This is an optimization exercise on Yosys and OpenROAD, whose aim is small area, a short achievable clock period and few clock cycles, not a production implementation. Function was checked by simulation only, so behaviour that the tests miss may differ from the original. Power is estimated from default activity; no workload was simulated.

File: flow/design.v
module fb_span (
    input  wire       clk,
    input  wire       rst,
    input  wire       fb_ready,
    input  wire       cv,
    input  wire [6:0] cx,
    input  wire [5:0] cys,
    input  wire [5:0] cye,
    output wire       c_free,      
    output wire       empty_next,  
    output reg        fb_we,
    output reg  [9:0] fb_addr,
    output reg  [7:0] fb_wmask
);
    reg       wmore;
    reg [6:0] wx;
    reg [2:0] wpage;
    reg [5:0] wye;
    wire adv    = !fb_we || fb_ready;
    wire w_free = adv && !wmore;
    assign c_free     = !cv || w_free;
    assign empty_next = adv && !wmore && !cv;
    wire [2:0] pg   = wmore ? wpage : cys[5:3];
    wire [2:0] lo   = wmore ? 3'd0 : cys[2:0];
    wire [5:0] ye   = wmore ? wye : cye;
    wire       lastp = (pg == ye[5:3]);
    wire [2:0] hi   = lastp ? ye[2:0] : 3'd7;
    wire [7:0] mlo  = 8'hFF << lo;
    wire [7:0] mhi  = 8'hFF >> (3'd7 - hi);
    always @(posedge clk) begin
        if (rst) begin
            fb_we <= 1'b0;
            wmore <= 1'b0;
        end else if (adv) begin
            if (wmore || cv) begin
                fb_we    <= 1'b1;
                fb_addr  <= {pg, wmore ? wx : cx};
                fb_wmask <= mlo & mhi;
                wmore    <= !lastp;
                wpage    <= pg + 3'd1;
                if (!wmore) begin
                    wx  <= cx;
                    wye <= cye;
                end
            end else begin
                fb_we <= 1'b0;
            end
        end
    end
endmodule
module fb_line (
    input  wire        clk,
    input  wire        rst,
    input  wire        start,
    input  wire        en,
    input  wire [15:0] xa,
    input  wire [15:0] ya,
    input  wire [15:0] xb,
    input  wire [15:0] yb,
    output wire        walking,
    output wire        vis,
    output wire [6:0]  ox,
    output wire [5:0]  oy,
    output wire        done
);
    localparam [2:0] L_IDLE = 3'd0, L_DIFF = 3'd1, L_ABS = 3'd2, L_ORD = 3'd3,
                     L_ERR = 3'd4, L_WALK = 3'd5;
    reg  [2:0]  st;
    reg  signed [16:0] k1, k2, t;
    reg  [15:0] cx, cy, n;
    reg         sgx, sgy, steep, ydown, seen;
    wire signed [16:0] exa = {xa[15], xa};
    wire signed [16:0] eya = {ya[15], ya};
    wire signed [16:0] exb = {xb[15], xb};
    wire signed [16:0] eyb = {yb[15], yb};
    wire        stp  = (k2 > k1);
    wire        swp  = stp ? sgy : sgx;
    wire [15:0] smaj = stp ? (swp ? yb : ya) : (swp ? xb : xa);
    wire [15:0] smin = stp ? (swp ? xb : xa) : (swp ? yb : ya);
    wire [15:0] pxw = steep ? cy : cx;
    wire [15:0] pyw = steep ? cx : cy;
    assign vis  = (pxw[15:7] == 9'd0) && (pyw[15:6] == 10'd0);
    assign ox   = pxw[6:0];
    assign oy   = pyw[5:0];
    assign walking = (st == L_WALK);
    wire beyond = !cx[15] && (steep ? (cx[14:6] != 9'd0) : (cx[14:7] != 8'd0));
    assign done = walking && ((n == 16'd0) || (!vis && (seen || beyond)));
    always @(posedge clk) begin
        if (rst) begin
            st <= L_IDLE;
        end else if (en) begin
            case (st)
                L_IDLE: if (start) st <= L_DIFF;
                L_DIFF: begin
                    k1 <= exb - exa;
                    k2 <= eyb - eya;
                    st <= L_ABS;
                end
                L_ABS: begin
                    sgx <= k1[16];
                    sgy <= k2[16];
                    k1  <= k1[16] ? -k1 : k1;
                    k2  <= k2[16] ? -k2 : k2;
                    st  <= L_ORD;
                end
                L_ORD: begin
                    steep <= stp;
                    ydown <= swp ^ (stp ? sgx : sgy);
                    cx    <= smaj;
                    cy    <= smin;
                    n     <= stp ? k2[15:0] : k1[15:0];
                    k1    <= stp ? k2 : k1;
                    k2    <= stp ? k1 : k2;
                    seen  <= 1'b0;
                    st    <= L_ERR;
                end
                L_ERR: begin
                    t  <= (k1 >>> 1) - k2;
                    k1 <= k1 - k2;
                    k2 <= -k2;
                    st <= L_WALK;
                end
                L_WALK: begin
                    if (done) begin
                        st <= L_IDLE;
                    end else begin
                        seen <= seen | vis;
                        n    <= n - 16'd1;
                        cx   <= cx + 16'd1;
                        if (t[16]) begin
                            cy <= ydown ? cy - 16'd1 : cy + 16'd1;
                            t  <= t + k1;
                        end else begin
                            t  <= t + k2;
                        end
                    end
                end
                default: st <= L_IDLE;
            endcase
        end
    end
endmodule
module fb_midpoint (
    input  wire [7:0]         mx,
    input  wire [7:0]         my,
    input  wire signed [11:0] f,
    output wire [7:0]         nx,
    output wire [7:0]         ny,
    output wire signed [11:0] nf
);
    wire ydec = !f[11];
    assign nx = mx + 8'd1;
    assign ny = ydec ? my - 8'd1 : my;
    wire signed [11:0] ax = {3'd0, mx, 1'b0} + 12'sd3;
    wire signed [11:0] ay = ydec ? ({3'd0, my, 1'b0} - 12'sd2) : 12'sd0;
    assign nf = f + ax - ay;
endmodule
module fb_raster (
    input  wire        clk,
    input  wire        rst,
    input  wire        cmd_valid,
    output wire        cmd_ready,
    input  wire [7:0]  cmd_op,
    input  wire        cmd_color,
    input  wire [15:0] cmd_arg0,
    input  wire [15:0] cmd_arg1,
    input  wire [15:0] cmd_arg2,
    input  wire [15:0] cmd_arg3,
    input  wire [15:0] cmd_arg4,
    input  wire [15:0] cmd_arg5,
    output wire        fb_we,
    input  wire        fb_ready,
    output wire [9:0]  fb_addr,
    output wire [7:0]  fb_wdata,
    output wire [7:0]  fb_wmask
);
    localparam [3:0] C_NOP = 4'd0,  C_FILL = 4'd1,  C_PIX = 4'd2,   C_HL = 4'd3,
                     C_VL = 4'd4,   C_LINE = 4'd5,  C_CIRC = 4'd6,  C_CQ = 4'd7,
                     C_FC = 4'd8,   C_FCQ = 4'd9,   C_RECT = 4'd10, C_FRECT = 4'd11,
                     C_RRECT = 4'd12, C_FRRECT = 4'd13, C_TRI = 4'd14;
    localparam [2:0] P_END = 3'd0, P_SWEEP = 3'd1, P_ARC = 3'd2, P_HALF = 3'd3, P_LINE = 3'd4;
    function [3:0] decode;
        input [7:0] o;
        case (o)
            8'h01: decode = C_FILL;
            8'h02: decode = C_PIX;
            8'h04: decode = C_HL;
            8'h05: decode = C_VL;
            8'h10: decode = C_LINE;
            8'h20: decode = C_CIRC;
            8'h21: decode = C_CQ;
            8'h22: decode = C_FC;
            8'h23: decode = C_FCQ;
            8'h30: decode = C_RECT;
            8'h31: decode = C_FRECT;
            8'h32: decode = C_RRECT;
            8'h33: decode = C_FRRECT;
            8'h34: decode = C_TRI;
            default: decode = C_NOP;
        endcase
    endfunction
    function [11:0] sat;
        input signed [17:0] v;
        if (v < -18'sd1024)     sat = 12'hC00;
        else if (v > 18'sd1023) sat = 12'h3FF;
        else                    sat = v[11:0];
    endfunction
    reg        s_idle, s_prep, s_run, s_drain;
    reg [3:0]  opc;
    reg        color;
    reg [15:0] a0, a1, a2, a3, a4, a5;
    reg [11:0] xp, yp;
    reg [7:0]  rr;
    reg [3:0]  msk;
    reg [3:0]  ph;
    reg        pstart;
    assign cmd_ready = s_idle;
    assign fb_wdata  = {8{color}};
    wire is_line = (opc == C_LINE) || (opc == C_TRI);
    wire circ    = (opc == C_CIRC) || (opc == C_CQ) || (opc == C_FC) || (opc == C_FCQ);
    wire signed [17:0] X  = {{2{a0[15]}}, a0};
    wire signed [17:0] Y  = {{2{a1[15]}}, a1};
    wire [7:0]  r8 = circ ? a2[7:0] : a4[7:0];
    wire [7:0]  w8 = a2[7:0];
    wire [7:0]  h8 = (opc == C_VL) ? a2[7:0] : a3[7:0];
    wire signed [17:0] r18  = {10'd0, r8};
    wire signed [17:0] offx = circ ? -r18 : ({10'd0, w8} - 18'sd1);
    wire signed [17:0] offy = circ ? -r18 : ({10'd0, h8} - 18'sd1);
    wire signed [17:0] owr  = {10'd0, w8} - 18'sd1 - r18;
    wire signed [17:0] ohr  = (opc == C_FCQ) ? {{2{a4[15]}}, a4} : ({10'd0, h8} - 18'sd1 - r18);
    wire [11:0] XS  = a0[11:0];
    wire [11:0] YS  = a1[11:0];
    wire [11:0] XQ  = a2[11:0];
    wire [11:0] YQ  = a3[11:0];
    wire [11:0] XWR = a4[11:0];
    wire [11:0] YHR = a5[11:0];
    reg [2:0]  pk;
    reg [11:0] sxa, sxb, sya, syb;   
    reg [11:0] ccx, ccy, cyd;        
    reg [3:0]  pm;                   
    reg [1:0]  lsel;                 
    always @(*) begin
        pk = P_END;
        sxa = XS; sxb = XS; sya = YS; syb = YS;
        ccx = XS; ccy = YS; cyd = YS;
        pm = 4'd0;
        lsel = 2'd0;
        case (opc)
            C_FILL:  if (ph == 4'd0) begin
                pk = P_SWEEP; sxa = 12'd0; sxb = 12'd127; sya = 12'd0; syb = 12'd63;
            end
            C_PIX:   if (ph == 4'd0) pk = P_SWEEP;
            C_HL:    if (ph == 4'd0) begin pk = P_SWEEP; sxb = XQ; end
            C_VL:    if (ph == 4'd0) begin pk = P_SWEEP; syb = YQ; end
            C_FRECT: if (ph == 4'd0) begin pk = P_SWEEP; sxb = XQ; syb = YQ; end
            C_LINE:  if (ph == 4'd0) pk = P_LINE;
            C_TRI:   if (ph != 4'd3) begin pk = P_LINE; lsel = ph[1:0]; end
            C_RECT: case (ph)
                4'd0: begin pk = P_SWEEP; sxb = XQ; end
                4'd1: begin pk = P_SWEEP; sxb = XQ; sya = YQ; syb = YQ; end
                4'd2: begin pk = P_SWEEP; syb = YQ; end
                4'd3: begin pk = P_SWEEP; sxa = XQ; sxb = XQ; syb = YQ; end
                default: ;
            endcase
            C_CIRC: case (ph)
                4'd0: begin pk = P_SWEEP; sya = yp; syb = yp; end
                4'd1: begin pk = P_SWEEP; sya = YQ; syb = YQ; end
                4'd2: begin pk = P_SWEEP; sxa = xp; sxb = xp; end
                4'd3: begin pk = P_SWEEP; sxa = XQ; sxb = XQ; end
                4'd4: begin pk = P_ARC; pm = 4'hF; end
                default: ;
            endcase
            C_CQ:  if (ph == 4'd0) begin pk = P_ARC; pm = msk; end
            C_FC:  case (ph)
                4'd0: begin pk = P_SWEEP; sya = YQ; syb = yp; end
                4'd1: begin pk = P_HALF; pm = 4'h3; end
                default: ;
            endcase
            C_FCQ: if (ph == 4'd0) begin pk = P_HALF; pm = {2'b00, msk[1:0]}; cyd = YHR; end
            C_RRECT: case (ph)
                4'd0: begin pk = P_SWEEP; sxa = xp; sxb = XWR; end
                4'd1: begin pk = P_SWEEP; sxa = xp; sxb = XWR; sya = YQ; syb = YQ; end
                4'd2: begin pk = P_SWEEP; sya = yp; syb = YHR; end
                4'd3: begin pk = P_SWEEP; sxa = XQ; sxb = XQ; sya = yp; syb = YHR; end
                4'd4: begin pk = P_ARC; ccx = xp;  ccy = yp;  pm = 4'h1; end
                4'd5: begin pk = P_ARC; ccx = XWR; ccy = yp;  pm = 4'h2; end
                4'd6: begin pk = P_ARC; ccx = XWR; ccy = YHR; pm = 4'h4; end
                4'd7: begin pk = P_ARC; ccx = xp; ccy = YHR; pm = 4'h8; end
                default: ;
            endcase
            C_FRRECT: case (ph)
                4'd0: begin pk = P_SWEEP; sxa = xp; sxb = XWR; syb = YQ; end
                4'd1: begin pk = P_HALF; ccx = XWR; ccy = yp; cyd = YHR; pm = 4'h1; end
                4'd2: begin pk = P_HALF; ccx = xp;  ccy = yp; cyd = YHR; pm = 4'h2; end
                default: ;
            endcase
            default: ;
        endcase
    end
    reg        cv;
    reg [6:0]  cx;
    reg [5:0]  cys, cye;
    wire       c_free, w_empty_next;
    fb_span u_span (
        .clk(clk), .rst(rst), .fb_ready(fb_ready),
        .cv(cv), .cx(cx), .cys(cys), .cye(cye),
        .c_free(c_free), .empty_next(w_empty_next),
        .fb_we(fb_we), .fb_addr(fb_addr), .fb_wmask(fb_wmask)
    );
    reg        sact;
    reg [6:0]  sx, sxe;
    wire signed [11:0] ssxa = sxa, ssxb = sxb, ssya = sya, ssyb = syb;
    wire sw_empty = (!sxa[11] && sxa[10:7] != 4'd0) || sxb[11] || (ssxa > ssxb)
                 || (!sya[11] && sya[10:6] != 5'd0) || syb[11] || (ssya > ssyb);
    wire [6:0] xa_c = sxa[11] ? 7'd0 : sxa[6:0];
    wire [6:0] xb_c = (sxb[10:7] != 4'd0) ? 7'd127 : sxb[6:0];
    wire [6:0] sw_x = sact ? sx : xa_c;
    wire       sw_last = sact ? (sx == sxe) : (xa_c == xb_c);
    reg        mact;
    reg [7:0]  mx, my;
    reg signed [11:0] mf;
    reg [7:0]  rem;
    reg        remv;
    wire [7:0] nx, ny;
    wire signed [11:0] nf;
    fb_midpoint u_mp (.mx(mx), .my(my), .f(mf), .nx(nx), .ny(ny), .nf(nf));
    wire has_next = (mx < my);
    wire dd_ok    = !has_next || !mf[11];
    wire is_half  = (pk == P_HALF);
    wire [7:0] e_arc  = {pm[0], pm[0], pm[3], pm[3], pm[1], pm[1], pm[2], pm[2]};
    wire [7:0] e_half = {2'b00, pm[1] & dd_ok, pm[1], 2'b00, pm[0] & dd_ok, pm[0]};
    wire [7:0] mm     = remv ? rem : (is_half ? e_half : e_arc);
    wire [7:0] mlow   = mm & (~mm + 8'd1);
    wire [2:0] slot   = {|mlow[7:4], |(mlow[3:2] | mlow[7:6]), |(mlow[1] | mlow[3] | mlow[5] | mlow[7])};
    wire [7:0] rem_n  = mm & ~mlow;
    wire [11:0] o1 = {4'd0, slot[0] ? my : mx};
    wire [11:0] o2 = {4'd0, slot[0] ? mx : my};
    wire [11:0] m_x  = slot[2] ? ccx - o1 : ccx + o1;
    wire [11:0] m_ya = (slot[1] || is_half) ? ccy - o2 : ccy + o2;
    wire [11:0] m_yb = is_half ? cyd + o2 : m_ya;
    wire        m_last = (rem_n == 8'd0) && !has_next;
    wire        m_empty = (rr == 8'd0) || (pm == 4'd0);
    reg  [15:0] lxa, lya, lxb, lyb;
    always @(*) begin
        case (lsel)
            2'd1:    begin lxa = a2; lya = a3; lxb = a4; lyb = a5; end
            2'd2:    begin lxa = a4; lya = a5; lxb = a0; lyb = a1; end
            default: begin lxa = a0; lya = a1; lxb = a2; lyb = a3; end
        endcase
    end
    wire       l_walk, l_vis, l_done;
    wire [6:0] l_ox;
    wire [5:0] l_oy;
    wire       g_en;
    fb_line u_line (
        .clk(clk), .rst(rst), .start(s_run && pstart && pk == P_LINE), .en(g_en),
        .xa(lxa), .ya(lya), .xb(lxb), .yb(lyb),
        .walking(l_walk), .vis(l_vis), .ox(l_ox), .oy(l_oy), .done(l_done)
    );
    reg         emit;      
    reg         pdone;     
    reg  [11:0] ex, eya, eyb;
    always @(*) begin
        emit  = 1'b0;
        pdone = 1'b0;
        ex    = {5'd0, sw_x};
        eya   = sya;
        eyb   = syb;
        if (s_run) begin
            case (pk)
                P_SWEEP: begin
                    emit  = 1'b1;
                    pdone = sw_empty || sw_last;
                end
                P_ARC, P_HALF: begin
                    ex = m_x; eya = m_ya; eyb = m_yb;
                    if (pstart) pdone = m_empty;
                    else begin emit = 1'b1; pdone = m_last; end
                end
                P_LINE: begin
                    emit  = l_walk;
                    pdone = l_done;
                end
                default: ;
            endcase
        end
    end
    wire signed [11:0] seya = eya, seyb = eyb;
    wire e_vis = (pk == P_LINE) ? l_vis :
                 (pk == P_SWEEP) ? !sw_empty :
                 (!ex[11] && ex[10:7] == 4'd0) && (eya[11] || eya[10:6] == 5'd0) &&
                 (!eyb[11]) && (seya <= seyb);
    wire [6:0] e_x  = (pk == P_LINE) ? l_ox : ex[6:0];
    wire [5:0] e_ys = (pk == P_LINE) ? l_oy : (eya[11] ? 6'd0 : eya[5:0]);
    wire [5:0] e_ye = (pk == P_LINE) ? l_oy : ((eyb[10:6] != 5'd0) ? 6'd63 : eyb[5:0]);
    assign g_en = !emit || c_free;
    always @(posedge clk) begin
        if (rst) begin
            s_idle  <= 1'b1;
            s_prep  <= 1'b0;
            s_run   <= 1'b0;
            s_drain <= 1'b0;
            cv      <= 1'b0;
            sact    <= 1'b0;
            mact    <= 1'b0;
        end else begin
            if (c_free) begin
                cv  <= emit && e_vis;
                cx  <= e_x;
                cys <= e_ys;
                cye <= e_ye;
            end
            if (s_idle) begin
                opc   <= decode(cmd_op);
                color <= cmd_color;
                a0 <= cmd_arg0; a1 <= cmd_arg1; a2 <= cmd_arg2;
                a3 <= cmd_arg3; a4 <= cmd_arg4; a5 <= cmd_arg5;
                if (cmd_valid) begin
                    s_idle <= 1'b0;
                    s_prep <= 1'b1;
                end
            end
            if (s_prep) begin
                s_prep <= 1'b0;
                s_run  <= 1'b1;
                ph     <= 4'd0;
                pstart <= 1'b1;
                rr     <= r8;
                msk    <= a3[3:0];
                xp     <= sat(X + r18);
                yp     <= sat(Y + r18);
                if (!is_line) begin
                    a0 <= {4'd0, sat(X)};
                    a1 <= {4'd0, sat(Y)};
                    a2 <= {4'd0, sat(X + offx)};
                    a3 <= {4'd0, sat(Y + offy)};
                    a4 <= {4'd0, sat(X + owr)};
                    a5 <= {4'd0, sat(Y + ohr)};
                end
            end
            if (s_run && g_en) begin
                if (pk == P_END) begin
                    s_run   <= 1'b0;
                    s_drain <= 1'b1;
                end else if (pdone) begin
                    ph     <= ph + 4'd1;
                    pstart <= 1'b1;
                    sact   <= 1'b0;
                    mact   <= 1'b0;
                end else begin
                    pstart <= 1'b0;
                    case (pk)
                        P_SWEEP: begin
                            sact <= 1'b1;
                            sx   <= sw_x + 7'd1;
                            if (!sact) sxe <= xb_c;
                        end
                        P_ARC, P_HALF: begin
                            if (pstart) begin
                                mact <= 1'b1;
                                mx   <= 8'd1;
                                my   <= (rr == 8'd1) ? 8'd0 : rr;
                                mf   <= (rr == 8'd1) ? 12'sd3 : (12'sd4 - {4'd0, rr});
                                remv <= 1'b0;
                            end else if (rem_n == 8'd0) begin
                                mx   <= nx;
                                my   <= ny;
                                mf   <= nf;
                                remv <= 1'b0;
                            end else begin
                                rem  <= rem_n;
                                remv <= 1'b1;
                            end
                        end
                        default: ;
                    endcase
                end
            end
            if (s_drain && w_empty_next && !cv) begin
                s_drain <= 1'b0;
                s_idle  <= 1'b1;
            end
        end
    end
endmodule
File: flow/run.sh
#!/bin/bash
# synth_recipe.tcl (not shown) runs the flow's synth.tcl, then flattens the netlist and writes it again
# the make line also repeats each setting of config.mk as NAME=value (left out here)
make -C /OpenROAD-flow-scripts/flow DESIGN_CONFIG=/design/flow/config.mk WORK_HOME=/design/flow/orfs CLKGATE_MAP_FILE= SYNTH_SCRIPT=/design/flow/synth_recipe.tcl finish
File: flow/config.mk
export PLATFORM = sky130hd
export DESIGN_NAME = fb_raster
export DESIGN_NICKNAME = fb_raster
export VERILOG_FILES = /design/flow/design.v
export SDC_FILE = /design/flow/constraint.sdc
export NUM_CORES = 4
export LEC_CHECK = 0
export CAP_MARGIN = 20
export CORE_MARGIN = 2
export CORE_UTILIZATION = 40
export SLEW_MARGIN = 20
File: flow/constraint.sdc
create_clock -name core_clock -period 14.0 [get_ports {clk}]
set_input_delay 2.8000 -clock core_clock [delete_from_list [all_inputs] [get_ports {clk}]]
set_output_delay 2.8000 -clock core_clock [all_outputs]
set_load 0.01 [all_outputs]
==> results.txt <==
-- through the flow --
stage | utilization | instances | setup slack [ns]
floorplan | - | 4758 | 6.29
global placement | 0.430 | 5963 | 5.26
detailed placement | 0.430 | 5963 | 5.10
CTS | 0.446 | 6048 | 5.06
global route | 0.447 | 6050 | 3.95
finish | 0.447 | 6051 | 4.82
-- final cells by class --
| cell class | count | area (um^2) | share of cell area |
|---|---|---|---|
| Sequential cell | 353 | 10500 | 0.243 |
| Clock buffer | 57 | 1250 | 0.0291 |
| Timing Repair Buffer | 255 | 2270 | 0.0527 |
| Inverter | 303 | 1140 | 0.0264 |
| Multi-Input combinational cell | 3778 | 26100 | 0.605 |
| Clock inverter | 28 | 278 | 0.00644 |
| Antenna cell | 1 | 2.50 | 0.0000580 |
| Tap cell | 1276 | 1600 | 0.0370 |
-- worst max path at each step --
stage / start / to / slack [ns] / cells past startpoint
after floorplan: rst / mf[0] / 6.29 / 4
after global placement: ph[0] / cv / 5.26 / 35
after detailed placement: ph[0] / cv / 5.10 / 35
after CTS: ph[0] / cv / 5.06 / 35
after global routing: ph[0] / cv / 3.95 / 35
final: ph[0] / cv / 4.82 / 35
-- kinds of logic after synthesis --
logic type	after synthesis	synth area share
AOI/OAI and AO/OA	1496	0.250
and+or+nand+nor	1409	0.173
muxes	235	0.0619
adders and majority gates	338	0.115
DFF	353	0.270
buffers and inverters	627	0.0634
xor gates and xnor gates	300	0.0675
-- worst max-delay path: cells and delay by family, from the launching register on --
kind	cells	cell delay [ns]
simple gates	8	1.52
compound gates	16	4.00
flops	1	0.48
fa+ha+maj	4	1.65
xor+xnor	1	0.20
mux	1	0.30
buf+inv	5	0.96
-- synth_stat cells (38+ instances only) --
| cell type | count | area share |
|---|---|---|
| o21ai_0 | 365 | 0.047 |
| nor2b_1 | 77 | 0.012 |
| nor2_1 | 426 | 0.041 |
| nand2_1 | 406 | 0.039 |
| xor2_1 | 118 | 0.027 |
| inv_1 | 301 | 0.029 |
| clkbuf_1 | 257 | 0.025 |
| a21o_1 | 51 | 0.0098 |
| nor4_1 | 38 | 0.0061 |
| mux2i_1 | 193 | 0.050 |
| xnor2_1 | 182 | 0.041 |
| a22oi_1 | 122 | 0.024 |
| edfxtp_1 | 342 | 0.26 |
| a31oi_1 | 48 | 0.0077 |
| o21a_1 | 72 | 0.014 |
| a21oi_1 | 377 | 0.048 |
| nand2b_1 | 58 | 0.0093 |
| ha_1 | 305 | 0.098 |
| mux2_2 | 40 | 0.012 |
| o22ai_1 | 78 | 0.013 |
| and3_1 | 42 | 0.0068 |
| nor3_1 | 105 | 0.014 |
| nand3_1 | 83 | 0.011 |
-- power breakdown --
group          total [mW]  leakage [nW]  internal (mW)  switching (mW)
Combinational        1.60          13.0          0.636           0.966
Sequential           1.35          3.26           1.23           0.111
Clock                1.26         0.748          0.728           0.529
Total                4.20          17.0           2.60            1.61
-- registers in the layout, summed over array words and instances (netlist names), 10 cells and up --
signal / flops
u_line.k1: 17
yp: 12
u_line.cy: 16
a0: 16
a2: 16
a4: 16
xp: 12
a3: 16
u_line.k2: 17
mf: 12
u_line.t: 17
a1: 16
a5: 16
u_line.n: 16
u_span.fb_addr: 10
u_line.cx: 16
-- routing by layer --
metal | vias to the layer above | global-route usage | wire, um
met5 | - | 0 | 37
met4 | 6 | 0.148 | 8750
met3 | 392 | 0.0516 | 12800
met2 | 1734 | 0.455 | 65100
met1 | 17800 | 0.409 | 65600
li1 | 17500 | - | -
==> results.py <==
metrics = {
    "status": {
        "outcome": "timing/DRC/antenna clean",
    },
    "grt": {
        "grtUsageTotal": 0.299,
        "overflow": 0,
        "grt_pass1_wl_mm": 226,
        "grt_max_degree": 106,
        "antenna_found_initial": 5,
        "grt_pass1_vias": 35400,
    },
    "routing": {
        "route.detailed.drc": 0,
        "drtIter0Drc": 4275,
        "wire_per_inst_um": 25.2,
        "wirelength_mm": 152,
        "vias_per_cell": 6.18,
        "first_pass_iters": 9,
        "vias": 37400,
        "antenna_left": 0,
    },
    "setup_path": {
        "crit_path_frequent_cell": "o21ai_0",
        "reg2regPathDepth": 35,
        "r2r-end": "cv",
        "worst-r2r-setup-slack_ns": 4.82,
        "max_stage_delay_ns": 0.78,
        "startpoint_type": "flip-flop",
        "critPathRequiredTime_ns": 14.56,
        "cp_slowest_cell": "ha_1",
        "cp_max_fo": 45,
        "endpoint_kind": "flip-flop",
        "cp.arrival_ns": 9.74,
        "critPathKind": "reg -> reg",
        "rr_startpoint": "ph[0]",
    },
    "floorplanning": {
        "core_area_um2": 96600,
        "die_w_um": 316,
        "die-area_um2": 99800,
        "die_h_um": 316,
        "initial_core_util": 0.403,
        "row_count": 114,
        "pin_count": 137,
    },
    "sta": {
        "fmax_mhz": 109,
        "finalHoldViolCount": 0,
        "worst_slew_pin_slew_ns": 1.11,
        "rsz0062_at_grt": "false",
        "setup_violations": 0,
        "fin_crit_sh": 0.656,
        "setup_tns_ns": 0,
        "max_slew_margin": 0.258,
        "fin_worst_skew_ns": 0.0434,
        "period_minus_slack_ns": 9.18,
        "finalMaxSlewViolations": 0,
        "fin_hold_ws_ns": 0.516,
    },
    "pwr": {
        "peakVddDrop_mv": 0.0874,
        "p_total_mw": 4.20,
        "power_density_nw_per_um2": 97.4,
        "power.leakage_nw": 17.0,
    },
    "cells_and_area": {
        "final_cell_mix": "nor2_1 (421), nand2_1 (406), a21oi_1 (374)",
        "drive_gt1_frac": 0.0630,
        "final_common_cell": "nor2_1",
        "fill_cells": 9569,
        "area_growth_syn_to_layout_pct": 10.9,
        "final_area_um2": 43100,
        "finalNetCount": 5183,
    },
    "place": {
        "io_buffers": 136,
        "place_congestion": 0.998,
        "place_hpwl_mm": 116,
        "placed_area_um2": 41600,
    },
    "cts": {
        "clock_latency_ns": 0.64,
        "cts_buffers": 46,
        "cts_setup_buffers": 0,
        "cts.sinks": 353,
        "clkTransAtPathRegs_ns": 0.07,
        "cts_max_level": 2,
        "cts_resized": 0,
        "root_buffer": "clkbuf_16",
        "cts.path.max_buffers": 3,
        "cts_tree": "done",
        "hold_buffers": 0,
    },
    "logic_synthesis": {
        "synth_area_um2": 38900,
        "syn_nets": 5204,
        "syn_inst": 4758,
        "avgSynthCellArea_um2": 8.18,
        "synth_edf_count": 342,
        "yosys_warnings": 3,
        "synth-seq-cells": 353,
        "ys_types": 111,
        "yosysSeqAreaShare": 0.270,
        "synthFlopType": "edfxtp_1",
        "async_flop_share": 0,
    },
    "hold_path": {
        "worstHoldStart": "s_drain",
        "hold_path.class": "reg -> reg",
        "whs_path_depth": 1,
        "min_to": "s_idle",
    },
    "job": {
        "cap_violations": 0,
    },
}
Testbench counts, summed over its fixed seeds: cycles 74,564.

-- static timing again, ports no longer ideal --
No port has a modelled driver above. Below, the same layout with a new extraction and two added sets of constraints.
Step 1 sets driving cells, clkbuf_16 on the clock port and buf_2 on the other inputs (assumed; they add their load-dependent delay and slew).
Step 2 adds t to the input delays and takes it off the output delays; t is the mean of the earliest and latest rising clock arrival at the registers after step 1. Input paths then give back, and output paths get back, about the clock's delay inside the block.
a / b / c = ideal / step 1 / step 2; a / b = the first two.
t (ns): 0.693
setup slack, ns: 4.822 / 4.822 / 4.822
clock arrival spread, ns: 0.045 / 0.045
After both steps this run still meets setup and hold. For this run, drivers alone change the setup slack by 0.000 ns; drivers and shift together by 0.000 ns.
